Source: an optimization exercise on an open RTL-to-GDS flow (aim: small area, a short achievable clock period and few clock cycles). Production flows keep margins and buffers that such runs may drop. Where RTL was checked, it was by simulation tests only, not by an equivalence proof against the original. No activity file was given, so power comes from the tool's default toggle rates.

## dai_line_decoder
module dai_line_decoder (
    input  wire        clk,
    input  wire        rst,
    input  wire        in_valid,
    output wire        in_ready,
    input  wire [7:0]  in_data,
    input  wire        in_last,
    output wire        px_valid,
    input  wire        px_ready,
    output wire [31:0] px_data,
    output wire        st_valid,
    input  wire        st_ready,
    output wire [8:0]  st_rows,
    output wire        st_brk,
    output wire [1:0]  st_fault,
    output wire [15:0] st_creg,
    output wire [3:0]  st_prevbg,
    output wire [15:0] st_unknown,
    output wire [15:0] st_text,
    output wire [15:0] st_unread
);
export LEC_CHECK = 0
export CAP_MARGIN = 20
export CORE_MARGIN = 2
export CORE_UTILIZATION = 50
export PLACE_DENSITY = 0.6
export SETUP_SLACK_MARGIN = 4.6
export SLEW_MARGIN = 20
create_clock -name core_clock -period 7.5 [get_ports {clk}]
run.sh (not shown) runs the stock make flow with config.mk's settings and CLKGATE_MAP_FILE= SYNTH_SCRIPT=/design/flow/synth_recipe.tcl, a recipe that flattens the netlist after the stock synthesis.
Change:
--- a/flow/design.v
+++ b/flow/design.v
@@ -26,13 +26,12 @@
     localparam [1:0] F_WIDTH = 2'd2;    
     localparam [2:0] S_CTRL  = 3'd0;
     localparam [2:0] S_COL   = 3'd1;
     localparam [2:0] S_PAY   = 3'd2;
     localparam [2:0] S_DRAIN = 3'd3;
     localparam [2:0] S_STAT  = 3'd4;
-    localparam [2:0] S_CLR   = 3'd5;
     reg        f0_v, f1_v;
     reg [8:0]  f0, f1;           
     wire       pop;
     wire       push = in_valid && !f1_v;
     assign in_ready = !f1_v;
     always @(posedge clk) begin
@@ -172,17 +171,16 @@
     end
     wire [15:0] hdr = {ctrl_r, col_r};
     wire        last_pay = (pcnt == plast);
     wire [8:0]  room  = ROW_CAP - rows;
     wire [8:0]  want  = {5'd0, rep} + 9'd1;
     wire [8:0]  ncopy = (want < room) ? want : room;
-    reg  [4:0]  ncopy_r;     
-    reg         cap_r;       
-    reg  st_v_r;
-    assign st_valid = st_v_r;
-    wire st_fire = st_v_r && st_ready;
+    wire [8:0]  rows_nx = rows + ncopy;
+    wire st_ok = (state == S_STAT) && gen_idle && !pxv_r;
+    assign st_valid = st_ok;
+    wire st_fire = st_ok && st_ready;
     assign pop = h_v && ((state == S_CTRL) || (state == S_COL) ||
                          (state == S_DRAIN) ||
                          ((state == S_PAY) && (!is_row || row_go)));
     assign st_rows    = rows;
     assign st_brk     = brk;
     assign st_fault   = fault;
@@ -208,15 +206,13 @@
             n_unread  <= 16'd0;
             pend      <= 3'd0;
             reps      <= 4'd0;
             bidx      <= 6'd0;
             pbr       <= 4'd0;
             pxv_r     <= 1'b0;
-            st_v_r    <= 1'b0;
         end else begin
-            st_v_r <= (state == S_STAT) && !st_fire && gen_idle && !pxv_r;
             if (beat_e) begin
                 pxv_r <= 1'b1;
                 bidx  <= row_end ? 6'd0 : bidx + 6'd1;
                 if (first_e)
                     pend <= pend - 3'd1;
                 if (rep_e && row_end)
@@ -238,14 +234,12 @@
                         state <= S_COL;
                     end
                 end
                 S_COL: if (h_v) begin
                     col_r  <= h;
                     plast  <= c_plast;
-                    ncopy_r <= ncopy[4:0];
-                    cap_r   <= (want >= room);
                     pcnt   <= 8'd0;
                     pay_nz <= 1'b0;
                     if (c_unknown) begin
                         n_unknown <= n_unknown + 16'd1;
                         state <= hl ? S_STAT : S_CTRL;
                     end else if (hl) begin
@@ -275,15 +269,16 @@
                     if (last_pay) begin
                         if (is_gfx) begin
                             if (!is_row) begin
                                 fault <= F_WIDTH;
                                 state <= hl ? S_STAT : S_DRAIN;
                             end else begin
-                                rows  <= rows + {4'd0, ncopy_r};
-                                reps  <= ncopy_r[3:0] - 4'd1;
-                                state <= hl ? S_STAT : cap_r ? S_DRAIN : S_CTRL;
+                                rows  <= rows_nx;
+                                reps  <= ncopy[3:0] - 4'd1;
+                                state <= hl ? S_STAT :
+                                         (rows_nx == ROW_CAP) ? S_DRAIN : S_CTRL;
                             end
                         end else begin
                             if (ctrl_r == 8'h7A)
                                 n_text <= n_text + 16'd1;
                             else if (hdr == 16'h3088 && rows == BRK_AT && !brk)
                                 brk <= 1'b1;
@@ -305,15 +300,13 @@
                 end
                 S_DRAIN: if (h_v) begin
                     n_unread <= n_unread + 16'd1;
                     if (hl)
                         state <= S_STAT;
                 end
-                S_STAT: if (st_fire)
-                    state <= S_CLR;
-                S_CLR: begin
+                S_STAT: if (st_fire) begin
                     creg[0]   <= 4'd1;
                     creg[1]   <= 4'd9;
                     creg[2]   <= 4'd12;
                     creg[3]   <= 4'd15;
                     pbr       <= 4'd0;
                     rows      <= 9'd0;
Worst hold slack improved by 0.0061 ns.
Die area is lower slightly.
Non-clock buffer count is lower by 12.
Flip-flop and latch count is lower by 7.
Worst setup slack got worse by 1.1 ns.
Power is higher by a few percent.
Count of clock-buffer cells in the layout is higher by 2.
Final area is lower by a few percent.
Wire length is lower by roughly a tenth.
Core utilization is lower by 0.76 points.
Testbench counts after the change, summed over its fixed seeds: cycles 490,095.
The RTL of the first run of this note was laid out without a check of its function.


The RTL this note starts from:
==> flow/design.v <==
module dai_line_decoder (
    input  wire        clk,
    input  wire        rst,
    input  wire        in_valid,
    output wire        in_ready,
    input  wire [7:0]  in_data,
    input  wire        in_last,
    output wire        px_valid,
    input  wire        px_ready,
    output wire [31:0] px_data,
    output wire        st_valid,
    input  wire        st_ready,
    output wire [8:0]  st_rows,
    output wire        st_brk,
    output wire [1:0]  st_fault,
    output wire [15:0] st_creg,
    output wire [3:0]  st_prevbg,
    output wire [15:0] st_unknown,
    output wire [15:0] st_text,
    output wire [15:0] st_unread
);
    localparam [8:0] ROW_CAP = 9'd260;
    localparam [8:0] BRK_AT  = 9'd212;
    localparam [1:0] F_NONE  = 2'd0;
    localparam [1:0] F_SHORT = 2'd1;    
    localparam [1:0] F_WIDTH = 2'd2;    
    localparam [2:0] S_CTRL  = 3'd0;
    localparam [2:0] S_COL   = 3'd1;
    localparam [2:0] S_PAY   = 3'd2;
    localparam [2:0] S_DRAIN = 3'd3;
    localparam [2:0] S_STAT  = 3'd4;
    localparam [2:0] S_CLR   = 3'd5;
    reg        f0_v, f1_v;
    reg [8:0]  f0, f1;           
    wire       pop;
    wire       push = in_valid && !f1_v;
    assign in_ready = !f1_v;
    always @(posedge clk) begin
        if (rst) begin
            f0_v <= 1'b0;
            f1_v <= 1'b0;
        end else if (pop) begin
            if (f1_v) begin
                f0   <= f1;
                f1_v <= 1'b0;
            end else begin
                f0   <= {in_last, in_data};
                f0_v <= push;
            end
        end else if (!f0_v) begin
            f0   <= {in_last, in_data};
            f0_v <= push;
        end else if (push) begin
            f1   <= {in_last, in_data};
            f1_v <= 1'b1;
        end
    end
    wire       h_v  = f0_v;
    wire [7:0] h    = f0[7:0];
    wire       hl   = f0[8];
    reg [2:0]  state;
    reg [7:0]  ctrl_r;
    reg [7:0]  col_r;
    reg [7:0]  pcnt;         
    reg [7:0]  hi_r;         
    reg        pay_nz;       
    reg [3:0]  creg [0:3];
    reg [8:0]  rows;
    reg        brk;
    reg [1:0]  fault;
    reg [15:0] n_unknown;
    reg [15:0] n_text;
    reg [15:0] n_unread;
    wire [1:0] disp = ctrl_r[7:6];
    wire [1:0] res  = ctrl_r[5:4];
    wire [3:0] rep  = ctrl_r[3:0];
    wire       nuc  = col_r[6];
    wire       is_gfx = nuc && !disp[0];
    wire       is_row = is_gfx && (res != 2'd3);
    wire       c_nuc = h[6];
    wire       c_unknown = c_nuc && disp[0] && (res != 2'd3);
    reg  [7:0] c_plast;      
    always @(*) begin
        if (!c_nuc)
            c_plast = 8'd1;
        else if (!disp[0])
            case (res)
                2'd0:    c_plast = 8'd21;
                2'd1:    c_plast = 8'd43;
                2'd2:    c_plast = 8'd87;
                default: c_plast = 8'd131;
            endcase
        else
            c_plast = 8'd131;
    end
    reg  [7:0] plast;
    reg [703:0] ring;                      
    wire [15:0] r_head = ring[15:0];
    wire [15:0] r_tail = ring[703:688];
    reg  [2:0]  pend;        
    reg         pact;        
    reg  [3:0]  reps;        
    reg  [5:0]  bidx;        
    reg         g16;         
    reg  [1:0]  gres;        
    reg  [3:0]  pbr;         
    reg  [3:0]  pbs;         
    reg         pxv_r;
    reg  [31:0] pxd_r;
    wire out_free = !pxv_r || px_ready;
    wire gen_idle = !pact && (reps == 4'd0);
    wire first_e  = pact && out_free;
    wire rep_e    = !pact && (reps != 4'd0) && out_free;
    wire beat_e   = first_e || rep_e;
    wire [2:0] p_m = (res == 2'd2) ? 3'd1 : (res == 2'd1) ? 3'd2 : 3'd4;
    wire at_row  = (state == S_PAY) && is_row;
    wire pay_lo  = pcnt[0];
    wire row_go  = at_row && h_v && (pay_lo ? (!pact || ((pend == 3'd1) && first_e))
                                            : ((pcnt != 8'd0) || gen_idle));
    wire lo_take = row_go && pay_lo;
    wire        sh_dup = first_e && (pend != 3'd1);
    wire        sh     = lo_take || sh_dup || rep_e;
    wire [15:0] tail_in = lo_take ? {hi_r, h} : (sh_dup ? r_tail : r_head);
    always @(posedge clk)
        if (sh) ring <= {tail_in, ring[703:16]};
    wire [15:0] src = pact ? r_tail : r_head;
    wire [7:0]  shi = src[15:8];
    wire [7:0]  slo = src[7:0];
    wire [3:0]  fg  = slo[7:4];
    wire [3:0]  bg  = slo[3:0];
    reg  [3:0]  pix [0:7];    
    integer i;
    always @(*) begin
        for (i = 0; i < 8; i = i + 1) begin
            if (g16) begin
                if (shi[7-i])
                    pix[i] = fg;
                else if (i != 0 && (shi >> (8 - i)) != 8'd0)
                    pix[i] = bg;
                else
                    pix[i] = pbr;
            end else begin
                pix[i] = creg[{shi[7-i], slo[7-i]}];
            end
        end
    end
    wire [1:0] q = bidx[1:0];
    reg  [31:0] word;
    always @(*) begin
        case (gres)
            2'd2: word = {pix[7], pix[6], pix[5], pix[4],
                          pix[3], pix[2], pix[1], pix[0]};
            2'd1: word = q[0] ? {pix[7], pix[7], pix[6], pix[6],
                                 pix[5], pix[5], pix[4], pix[4]}
                              : {pix[3], pix[3], pix[2], pix[2],
                                 pix[1], pix[1], pix[0], pix[0]};
            default:
                case (q)
                    2'd0: word = {{4{pix[1]}}, {4{pix[0]}}};
                    2'd1: word = {{4{pix[3]}}, {4{pix[2]}}};
                    2'd2: word = {{4{pix[5]}}, {4{pix[4]}}};
                    default: word = {{4{pix[7]}}, {4{pix[6]}}};
                endcase
        endcase
    end
    wire pair_end = (gres == 2'd2) || ((gres == 2'd1) ? q[0] : (q == 2'd3));
    wire row_end  = (bidx == 6'd43);
    assign px_valid = pxv_r;
    assign px_data  = pxd_r;
    always @(posedge clk) begin
        if (out_free)
            pxd_r <= word;
    end
    wire [15:0] hdr = {ctrl_r, col_r};
    wire        last_pay = (pcnt == plast);
    wire [8:0]  room  = ROW_CAP - rows;
    wire [8:0]  want  = {5'd0, rep} + 9'd1;
    wire [8:0]  ncopy = (want < room) ? want : room;
    reg  [4:0]  ncopy_r;     
    reg         cap_r;       
    reg  st_v_r;
    assign st_valid = st_v_r;
    wire st_fire = st_v_r && st_ready;
    assign pop = h_v && ((state == S_CTRL) || (state == S_COL) ||
                         (state == S_DRAIN) ||
                         ((state == S_PAY) && (!is_row || row_go)));
    assign st_rows    = rows;
    assign st_brk     = brk;
    assign st_fault   = fault;
    assign st_creg    = {creg[3], creg[2], creg[1], creg[0]};
    assign st_prevbg  = pbr;
    assign st_unknown = n_unknown;
    assign st_text    = n_text;
    assign st_unread  = n_unread;
    always @(posedge clk) begin
        if (rst) begin
            state     <= S_CTRL;
            pcnt      <= 8'd0;
            pay_nz    <= 1'b0;
            creg[0]   <= 4'd1;
            creg[1]   <= 4'd9;
            creg[2]   <= 4'd12;
            creg[3]   <= 4'd15;
            rows      <= 9'd0;
            brk       <= 1'b0;
            fault     <= F_NONE;
            n_unknown <= 16'd0;
            n_text    <= 16'd0;
            n_unread  <= 16'd0;
            pend      <= 3'd0;
            pact      <= 1'b0;
            reps      <= 4'd0;
            bidx      <= 6'd0;
            pbr       <= 4'd0;
            pxv_r     <= 1'b0;
            st_v_r    <= 1'b0;
        end else begin
            st_v_r <= (state == S_STAT) && !st_fire && gen_idle && !pxv_r;
            if (beat_e) begin
                pxv_r <= 1'b1;
                bidx  <= row_end ? 6'd0 : bidx + 6'd1;
                if (first_e)
                    pend <= pend - 3'd1;
                if (first_e)
                    pact <= (pend != 3'd1);
                if (rep_e && row_end)
                    reps <= reps - 4'd1;
                if (row_end && (first_e ? (reps != 4'd0) : (reps != 4'd1)))
                    pbr <= pbs;
                else if (pair_end && g16 && (shi != 8'd0))
                    pbr <= bg;
            end else if (px_ready) begin
                pxv_r <= 1'b0;
            end
            case (state)
                S_CTRL: if (h_v) begin
                    ctrl_r <= h;
                    if (hl) begin
                        fault <= F_SHORT;
                        state <= S_STAT;
                    end else begin
                        state <= S_COL;
                    end
                end
                S_COL: if (h_v) begin
                    col_r  <= h;
                    plast  <= c_plast;
                    ncopy_r <= ncopy[4:0];
                    cap_r   <= (want >= room);
                    pcnt   <= 8'd0;
                    pay_nz <= 1'b0;
                    if (c_unknown) begin
                        n_unknown <= n_unknown + 16'd1;
                        state <= hl ? S_STAT : S_CTRL;
                    end else if (hl) begin
                        fault <= F_SHORT;
                        state <= S_STAT;
                    end else begin
                        state <= S_PAY;
                    end
                end
                S_PAY: if (pop) begin
                    pcnt <= pcnt + 8'd1;
                    if (h != 8'd0)
                        pay_nz <= 1'b1;
                    if (is_row) begin
                        if (!pay_lo)
                            hi_r <= h;
                        if (pcnt == 8'd0) begin
                            if (!disp[1] && col_r[7] && !brk)
                                creg[col_r[5:4]] <= col_r[3:0];
                            pbs  <= pbr;
                            g16  <= disp[1];
                            gres <= res;
                        end
                        if (pay_lo)
                            pend <= p_m;
                        if (pay_lo)
                            pact <= 1'b1;
                    end
                    if (last_pay) begin
                        if (is_gfx) begin
                            if (!is_row) begin
                                fault <= F_WIDTH;
                                state <= hl ? S_STAT : S_DRAIN;
                            end else begin
                                rows  <= rows + {4'd0, ncopy_r};
                                reps  <= ncopy_r[3:0] - 4'd1;
                                state <= hl ? S_STAT : cap_r ? S_DRAIN : S_CTRL;
                            end
                        end else begin
                            if (ctrl_r == 8'h7A)
                                n_text <= n_text + 16'd1;
                            else if (hdr == 16'h3088 && rows == BRK_AT && !brk)
                                brk <= 1'b1;
                            else if (hdr == 16'h3088 && brk)
                                ;    
                            else if (hdr == 16'h0000 || hdr == 16'hFFFF)
                                ;    
                            else if (!nuc && !pay_nz && h == 8'd0)
                                ;    
                            else
                                n_unknown <= n_unknown + 16'd1;
                            state <= hl ? S_STAT :
                                     (rows == ROW_CAP) ? S_DRAIN : S_CTRL;
                        end
                    end else if (hl) begin
                        fault <= F_SHORT;
                        state <= S_STAT;
                    end
                end
                S_DRAIN: if (h_v) begin
                    n_unread <= n_unread + 16'd1;
                    if (hl)
                        state <= S_STAT;
                end
                S_STAT: if (st_fire)
                    state <= S_CLR;
                S_CLR: begin
                    creg[0]   <= 4'd1;
                    creg[1]   <= 4'd9;
                    creg[2]   <= 4'd12;
                    creg[3]   <= 4'd15;
                    pbr       <= 4'd0;
                    rows      <= 9'd0;
                    brk       <= 1'b0;
                    fault     <= F_NONE;
                    n_unknown <= 16'd0;
                    n_text    <= 16'd0;
                    n_unread  <= 16'd0;
                    bidx      <= 6'd0;
                    state     <= S_CTRL;
                end
                default: state <= S_CTRL;
            endcase
        end
    end
endmodule
export LEC_CHECK = 0
export CAP_MARGIN = 20
export CORE_MARGIN = 2
export CORE_UTILIZATION = 50
export CTS_CLUSTER_DIAMETER = 70
export CTS_CLUSTER_SIZE = 30
export PLACE_DENSITY = 0.6
export SETUP_SLACK_MARGIN = 4.6
export SLEW_MARGIN = 20
create_clock -name core_clock -period 7.5 [get_ports {clk}]
Testbench counts at the start, summed over its fixed seeds: cycles 490,151.
Then changed:
--- a/flow/design.v
+++ b/flow/design.v
@@ -107,7 +107,10 @@
     reg  [3:0]  pbs;         
     reg         pxv_r;
     reg  [31:0] pxd_r;
-    wire out_free = !pxv_r || px_ready;
+    reg         skv;
+    reg  [31:0] skd;
+    wire out_free = !skv;
+    wire main_ld  = !pxv_r || px_ready;
     wire gen_idle = !pact && (reps == 4'd0);
     wire first_e  = pact && out_free;
     wire rep_e    = !pact && (reps != 4'd0) && out_free;
@@ -168,8 +171,10 @@
     assign px_valid = pxv_r;
     assign px_data  = pxd_r;
     always @(posedge clk) begin
-        if (out_free)
-            pxd_r <= word;
+        if (main_ld)
+            pxd_r <= skv ? skd : word;
+        if (!main_ld && !skv)
+            skd <= word;
     end
     wire [15:0] hdr = {ctrl_r, col_r};
     wire        last_pay = (pcnt == plast);
@@ -213,11 +218,17 @@
             bidx      <= 6'd0;
             pbr       <= 4'd0;
             pxv_r     <= 1'b0;
+            skv       <= 1'b0;
             st_v_r    <= 1'b0;
         end else begin
-            st_v_r <= (state == S_STAT) && !st_fire && gen_idle && !pxv_r;
+            st_v_r <= (state == S_STAT) && !st_fire && gen_idle && !pxv_r && !skv;
+            if (main_ld) begin
+                pxv_r <= skv || beat_e;
+                skv   <= 1'b0;
+            end else if (beat_e) begin
+                skv   <= 1'b1;
+            end
             if (beat_e) begin
-                pxv_r <= 1'b1;
                 bidx  <= row_end ? 6'd0 : bidx + 6'd1;
                 if (first_e)
                     pend <= pend - 3'd1;
@@ -229,8 +240,6 @@
                     pbr <= pbs;
                 else if (pair_end && g16 && (shi != 8'd0))
                     pbr <= bg;
-            end else if (px_ready) begin
-                pxv_r <= 1'b0;
             end
             case (state)
                 S_CTRL: if (h_v) begin
What happened:
- die area goes up by 5.8%
- design area goes up by 6.2%
- maximum frequency goes down by 5.2%
- cell count goes up by 8.9%
- total power goes up by 2.6%
- wire length goes up by 17%
- synthesized area goes up by 5.9%
- sequential power goes up by 3.9%
- utilization goes up by 0.69 points
The RTL of the second run of this note was laid out without a check of its function.

## separate check: timing with driven ports
In the flow no input, the clock included, has a driving cell. The finished layouts below were timed again as built, in two steps.
Step 1 sets driving cells, clkbuf_16 on the clock port and buf_2 on the other inputs (assumed; they add their load-dependent delay and slew).
Step 2, shift: input delay + t, output delay - t, t = (earliest + latest rising clock arrival at the registers) / 2. This alone moves slack from input paths to output paths.
a / b / c = ideal ports / drivers / drivers and shift; a / b = the first two.
| run | t (ns) | slack for setup (ns) | hold WS [ns] | slew at the worst register clock pin (ns) | worst data-port slew with drivers (ns) |
|---|---|---|---|---|---|
| the first run of note 1 | 0.704 | 4.405 / 4.405 / 3.923 | 0.401 / 0.401 / 0.401 | 0.07 / 0.07 | 0.06 |
| the second run of note 1 | 0.699 | 3.315 / 3.315 / 3.315 | 0.407 / 0.407 / 0.407 | 0.07 / 0.07 | 0.06 |
| the first run of note 2 | 0.685 | 4.616 / 4.569 / 3.993 | 0.408 / 0.408 / 0.408 | 0.11 / 0.11 | 0.10 |
| the second run of note 2 | 0.683 | 4.459 / 4.459 / 4.087 | 0.415 / 0.415 / 0.415 | 0.11 / 0.11 | 0.04 |
After both steps every run listed still meets setup and hold. The setup slack of the first run of note 2, which loses most, moves by -0.047 ns with the drivers and by -0.623 ns with both steps.
